Background: an optimization exercise with open tools, aiming at small area, a short achievable clock period and few clock cycles. Do not read the settings as production practice. Function was checked by simulation only, so behaviour that the tests miss may differ from the original. No driver is modelled on the clock port, so clock power and skew are understated where the tree is cut down; a real chip needs a root buffer or a tree. Power is estimated from default activity; no workload was simulated.

alpha:
## pyfpga_codec
module pyfpga_codec (
    input  wire        clk,
    input  wire        rst,           
    input  wire        cmd_valid,
    input  wire [49:0] cmd_word,      
    output wire        cmd_ready,
    output wire        rsp_valid,
    output wire [2:0]  rsp_status,
    output wire [31:0] rsp_data,
    output wire        tx_valid,
    output wire [7:0]  tx_data,
    output wire        link_poll,
    input  wire [7:0]  link_avail,
    output wire        rx_pop,
    input  wire [7:0]  rx_byte
);
Settings: LEC_CHECK=0, CAP_MARGIN=20, CORE_MARGIN=2, CORE_UTILIZATION=65, PLACE_DENSITY=0.75, SETUP_SLACK_MARGIN=2.95, SLEW_MARGIN=20, SYNTH_HIERARCHICAL=1, SYNTH_MINIMUM_KEEP_SIZE=0; clock period 4.5 ns.
standard.sh (not shown) runs the stock make flow with config.mk's settings and CLKGATE_MAP_FILE= SYNTH_SCRIPT=/design/flow/synth_recipe.tcl, a recipe that flattens the netlist after the stock synthesis.
==> flow/flow/run.sh <==
#!/bin/bash
set -euo pipefail
here=$(pwd)
bash standard.sh "BUFFER_PORTS_ARGS=-buffer_cell sky130_fd_sc_hd__buf_1" \
  "PRE_CTS_TCL=$here/flow/flat_cts.tcl" finish > standard_flow.log 2>&1
==> flow/flow/flat_cts.tcl <==
set nbuf 3
if {[info exists ::env(CTS_FLAT_BUFS)]} { set nbuf $::env(CTS_FLAT_BUFS) }
set block [ord::get_db_block]
set db [ord::get_db]
set clk_port [lindex [all_clocks] 0]
set clk_name [get_property [lindex [get_property $clk_port sources] 0] name]
set clk_net [$block findNet $clk_name]
set master [$db findMaster sky130_fd_sc_hd__clkbuf_16]

# the clock pins the port drives, sorted by x
set sinks {}
foreach it [$clk_net getITerms] {
  set inst [$it getInst]
  set loc [$inst getLocation]
  lappend sinks [list [lindex $loc 0] [lindex $loc 1] $it]
}
set sinks [lsort -integer -index 0 $sinks]
set n [llength $sinks]
puts "flat_cts: $n clock pins, $nbuf buffers"

for {set k 0} {$k < $nbuf} {incr k} {
  set lo [expr {$k * $n / $nbuf}]
  set hi [expr {($k + 1) * $n / $nbuf - 1}]
  set grp [lrange $sinks $lo $hi]
  set sx 0; set sy 0
  foreach s $grp { incr sx [lindex $s 0]; incr sy [lindex $s 1] }
  set cx [expr {$sx / [llength $grp]}]
  set cy [expr {$sy / [llength $grp]}]
  set buf [odb::dbInst_create $block $master "clkbuf_flat_$k"]
  set net [odb::dbNet_create $block "clknet_flat_$k"]
  $net setSigType CLOCK
  [$buf findITerm A] connect $clk_net
  [$buf findITerm X] connect $net
  foreach s $grp {
    set it [lindex $s 2]
    $it disconnect
    $it connect $net
  }
  $buf setLocation $cx $cy
  $buf setPlacementStatus PLACED
  puts "flat_cts: clkbuf_flat_$k drives [llength $grp] pins from ($cx, $cy)"
}
$clk_net setSigType CLOCK

# TritonCTS is not run: the tree above is the clock tree
proc clock_tree_synthesis {args} { puts "flat_cts: clock_tree_synthesis skipped" }
set_propagated_clock [all_clocks]
Testbench counts of alpha, summed over its fixed seeds: cycles 68,159.
Here is what was changed in the inputs of beta compared with alpha.
# alpha
export LEC_CHECK = 0
export CAP_MARGIN = 20
export CORE_MARGIN = 2
export CORE_UTILIZATION = 65
export PLACE_DENSITY = 0.75
export SETUP_SLACK_MARGIN = 2.95
export SLEW_MARGIN = 20
export SYNTH_HIERARCHICAL = 1
export SYNTH_MINIMUM_KEEP_SIZE = 0
create_clock -name core_clock -period 4.5 [get_ports {clk}]
# beta
export LEC_CHECK = 0
export CAP_MARGIN = 20
export CORE_MARGIN = 2
export CORE_UTILIZATION = 80
export PLACE_DENSITY = 0.88
export SETUP_SLACK_MARGIN = 2.72
export SLEW_MARGIN = 20
export SYNTH_HIERARCHICAL = 1
export SYNTH_MINIMUM_KEEP_SIZE = 0
create_clock -name core_clock -period 4.5 [get_ports {clk}]
==> flow/flow/run.sh <==
#!/bin/bash
set -euo pipefail
bash standard.sh "BUFFER_PORTS_ARGS=-buffer_cell sky130_fd_sc_hd__buf_1" finish > standard_flow.log 2>&1
removed: flow/flow/flat_cts.tcl
--- outcome ---
As far as post-synthesis share of cell area spent on and, or, nand and nor gates goes, beta and alpha are indistinguishable; the numbers are identical.
For beta, the flow was terminated by a tool error in global placement (3_3_place_gp) and produced no final design.
Diff alpha -> beta: height of the chip went down by 6.8 µm; number of buffer cells added on primary ports was more or less identical; count of standard-cell rows went down by 3; number of synthesized flops with an enable pin was more or less identical.
beta against alpha; horizontal extent of the die is down by a little under 10%.
Looking only at starting utilization of the core area, and setting everything else aside, the higher value of alpha and beta goes to beta.
Complex-gate fraction of the synthesized area: alpha vs beta identical
alpha -> beta: netlist area before placement flat
Here is what was changed in the inputs of gamma compared with beta.
# beta
export LEC_CHECK = 0
export CAP_MARGIN = 20
export CORE_MARGIN = 2
export CORE_UTILIZATION = 80
export PLACE_DENSITY = 0.88
export SETUP_SLACK_MARGIN = 2.72
export SLEW_MARGIN = 20
export SYNTH_HIERARCHICAL = 1
export SYNTH_MINIMUM_KEEP_SIZE = 0
create_clock -name core_clock -period 4.5 [get_ports {clk}]
# gamma
export LEC_CHECK = 0
export CAP_MARGIN = 20
export CORE_MARGIN = 2
export CORE_UTILIZATION = 65
export PLACE_DENSITY = 0.75
export SETUP_SLACK_MARGIN = 2.72
export SLEW_MARGIN = 20
export SYNTH_HIERARCHICAL = 1
export SYNTH_MINIMUM_KEEP_SIZE = 0
create_clock -name core_clock -period 4.5 [get_ports {clk}]
==> flow/flow/run.sh <==
#!/bin/bash
set -euo pipefail
here=$(pwd)
bash standard.sh "BUFFER_PORTS_ARGS=-buffer_cell sky130_fd_sc_hd__buf_1" \
  "PRE_CTS_TCL=$here/flow/flat_cts.tcl" finish > standard_flow.log 2>&1
==> flow/flow/flat_cts.tcl (new file) <==
set nbuf 3
if {[info exists ::env(CTS_FLAT_BUFS)]} { set nbuf $::env(CTS_FLAT_BUFS) }
set block [ord::get_db_block]
set db [ord::get_db]
set clk_port [lindex [all_clocks] 0]
set clk_name [get_property [lindex [get_property $clk_port sources] 0] name]
set clk_net [$block findNet $clk_name]
set master [$db findMaster sky130_fd_sc_hd__clkbuf_16]

# the clock pins the port drives, sorted by x
set sinks {}
foreach it [$clk_net getITerms] {
  set inst [$it getInst]
  set loc [$inst getLocation]
  lappend sinks [list [lindex $loc 0] [lindex $loc 1] $it]
}
set sinks [lsort -integer -index 0 $sinks]
set n [llength $sinks]
puts "flat_cts: $n clock pins, $nbuf buffers"

for {set k 0} {$k < $nbuf} {incr k} {
  set lo [expr {$k * $n / $nbuf}]
  set hi [expr {($k + 1) * $n / $nbuf - 1}]
  set grp [lrange $sinks $lo $hi]
  set sx 0; set sy 0
  foreach s $grp { incr sx [lindex $s 0]; incr sy [lindex $s 1] }
  set cx [expr {$sx / [llength $grp]}]
  set cy [expr {$sy / [llength $grp]}]
  set buf [odb::dbInst_create $block $master "clkbuf_flat_$k"]
  set net [odb::dbNet_create $block "clknet_flat_$k"]
  $net setSigType CLOCK
  [$buf findITerm A] connect $clk_net
  [$buf findITerm X] connect $net
  foreach s $grp {
    set it [lindex $s 2]
    $it disconnect
    $it connect $net
  }
  $buf setLocation $cx $cy
  $buf setPlacementStatus PLACED
  puts "flat_cts: clkbuf_flat_$k drives [llength $grp] pins from ($cx, $cy)"
}
$clk_net setSigType CLOCK

# TritonCTS is not run: the tree above is the clock tree
proc clock_tree_synthesis {args} { puts "flat_cts: clock_tree_synthesis skipped" }
set_propagated_clock [all_clocks]
Findings:
- gamma closes out successfully: all stages finished, all timing, DRC and antenna checks passed.
- As far as multiplexer share of the synthesized area goes, gamma and beta are indistinguishable; the numbers are identical.
- On post-synthesis compound-gate area fraction, gamma and beta are neck and neck.
- Synthesized area delta (gamma -> beta): insignificant
- Relative to beta, starting density of the core has decreased by 18 points in gamma.
- Diff beta -> gamma: site row count rose by 3; register area share after synthesis stayed essentially flat.
- Area share of and/or/nand/nor cells after synthesis: gamma vs beta — no meaningful difference
- Compared with beta, die width in gamma increased by more than 10%.
- Cell count after synthesis came out exactly the same in gamma and beta.
- For the height of the die, gamma came in about 10% higher than beta did.
--- input diff gamma..delta ---
# gamma
export LEC_CHECK = 0
export CAP_MARGIN = 20
export CORE_MARGIN = 2
export CORE_UTILIZATION = 65
export PLACE_DENSITY = 0.75
export SETUP_SLACK_MARGIN = 2.72
export SLEW_MARGIN = 20
export SYNTH_HIERARCHICAL = 1
export SYNTH_MINIMUM_KEEP_SIZE = 0
create_clock -name core_clock -period 4.5 [get_ports {clk}]
# delta
export LEC_CHECK = 0
export CAP_MARGIN = 20
export CORE_MARGIN = 2
export CORE_UTILIZATION = 40
export PLACE_DENSITY = 0.6
export SETUP_SLACK_MARGIN = 2.72
export SLEW_MARGIN = 20
export SYNTH_HIERARCHICAL = 1
export SYNTH_MINIMUM_KEEP_SIZE = 0
create_clock -name core_clock -period 4.5 [get_ports {clk}]
==> flow/flow/run.sh <==
#!/bin/bash
set -euo pipefail
bash standard.sh "BUFFER_PORTS_ARGS=-buffer_cell sky130_fd_sc_hd__buf_1" finish > standard_flow.log 2>&1
removed: flow/flow/flat_cts.tcl
==> comparison <==
- Compared to gamma, delta has sum of met3 wire segment lengths after detailed routing 27% higher.
- gamma vs delta, critical path capture point: cnt[3] vs tx_valid
- Post-layout instance area was lower in gamma than in delta.
- delta against gamma; routed wire length is up by a little under 10%.
- delta did not stop at any stage, and its layout met the timing, DRC and antenna checks.
- delta ended up with a higher met3 track utilization from global routing than gamma did.
- The post-cts sizing count of delta is higher than that of gamma.
- delta — cell count 14% higher, gamma as reference
What epsilon does differently from delta at the input level:
# delta
export LEC_CHECK = 0
export CAP_MARGIN = 20
export CORE_MARGIN = 2
export CORE_UTILIZATION = 40
export PLACE_DENSITY = 0.6
export SETUP_SLACK_MARGIN = 2.72
export SLEW_MARGIN = 20
export SYNTH_HIERARCHICAL = 1
export SYNTH_MINIMUM_KEEP_SIZE = 0
create_clock -name core_clock -period 4.5 [get_ports {clk}]
# epsilon
export LEC_CHECK = 0
export CAP_MARGIN = 20
export CORE_MARGIN = 2
export CORE_UTILIZATION = 65
export PLACE_DENSITY = 0.75
export SETUP_SLACK_MARGIN = 2.8
export SLEW_MARGIN = 20
export SYNTH_HIERARCHICAL = 1
export SYNTH_MINIMUM_KEEP_SIZE = 0
create_clock -name core_clock -period 4.5 [get_ports {clk}]
==> flow/flow/run.sh <==
#!/bin/bash
set -euo pipefail
here=$(pwd)
bash standard.sh "BUFFER_PORTS_ARGS=-buffer_cell sky130_fd_sc_hd__buf_1" \
  "PRE_CTS_TCL=$here/flow/flat_cts.tcl" finish > standard_flow.log 2>&1
==> flow/flow/flat_cts.tcl (new file) <==
set nbuf 3
if {[info exists ::env(CTS_FLAT_BUFS)]} { set nbuf $::env(CTS_FLAT_BUFS) }
set block [ord::get_db_block]
set db [ord::get_db]
set clk_port [lindex [all_clocks] 0]
set clk_name [get_property [lindex [get_property $clk_port sources] 0] name]
set clk_net [$block findNet $clk_name]
set master [$db findMaster sky130_fd_sc_hd__clkbuf_16]

# the clock pins the port drives, sorted by x
set sinks {}
foreach it [$clk_net getITerms] {
  set inst [$it getInst]
  set loc [$inst getLocation]
  lappend sinks [list [lindex $loc 0] [lindex $loc 1] $it]
}
set sinks [lsort -integer -index 0 $sinks]
set n [llength $sinks]
puts "flat_cts: $n clock pins, $nbuf buffers"

for {set k 0} {$k < $nbuf} {incr k} {
  set lo [expr {$k * $n / $nbuf}]
  set hi [expr {($k + 1) * $n / $nbuf - 1}]
  set grp [lrange $sinks $lo $hi]
  set sx 0; set sy 0
  foreach s $grp { incr sx [lindex $s 0]; incr sy [lindex $s 1] }
  set cx [expr {$sx / [llength $grp]}]
  set cy [expr {$sy / [llength $grp]}]
  set buf [odb::dbInst_create $block $master "clkbuf_flat_$k"]
  set net [odb::dbNet_create $block "clknet_flat_$k"]
  $net setSigType CLOCK
  [$buf findITerm A] connect $clk_net
  [$buf findITerm X] connect $net
  foreach s $grp {
    set it [lindex $s 2]
    $it disconnect
    $it connect $net
  }
  $buf setLocation $cx $cy
  $buf setPlacementStatus PLACED
  puts "flat_cts: clkbuf_flat_$k drives [llength $grp] pins from ($cx, $cy)"
}
$clk_net setSigType CLOCK

# TritonCTS is not run: the tree above is the clock tree
proc clock_tree_synthesis {args} { puts "flat_cts: clock_tree_synthesis skipped" }
set_propagated_clock [all_clocks]
Findings:
epsilon: flow completed, timing, DRC and antenna clean
The total area of multi-input combinational cells on delta is in line with that on epsilon.
Setup slack in epsilon is larger than in delta.
In epsilon, the area of the placeable core came out 39% below the value in delta.
Fmax: epsilon above delta
Against delta as the reference, epsilon delivers a higher all-layer global routing usage.
When epsilon is set beside delta, its top fanout value on the critical path turns out to be 3 smaller.
The total power number comes out higher for delta vs epsilon.
Against delta as the reference, epsilon delivers a lower die outline area.
Against delta as the reference, epsilon delivers a higher logic depth of the worst setup path including buffers.
The clock cells of alpha, gamma and epsilon come from the design's own scripts or RTL, not from TritonCTS.

[port drivers added, routing unchanged]
The results above use ideal ports. As a check the final layouts listed here were re-extracted and re-timed, cells and wires unchanged. Step 1: set_driving_cell puts a clkbuf_16 on clk and a buf_2 on each other input, an assumption about the parent block. Step 2 adds t to the input delays and takes it off the output delays; t is the mean of the earliest and latest rising clock arrival at the registers after step 1. Input paths then give back, and output paths get back, about the clock's delay inside the block. Slacks: no drivers / after step 1 / after step 2; pairs: no drivers / after step 1.
run	t, ns	slack for setup (ns)	worst setup path after step 2	worst data-port slew with drivers (ns)
alpha	0.210	2.819 / 2.840 / 2.629	input to register	0.05
gamma	0.208	2.776 / 2.729 / 2.595	input to register	0.06
delta	0.358	2.721 / 2.689 / 2.660	input to register	0.05
epsilon	0.208	2.798 / 2.779 / 2.620	input to register	0.06
After both steps setup and hold are still met in every run listed. The setup slack of alpha, which loses most, moves by +0.021 ns with the drivers and by -0.190 ns with both steps.
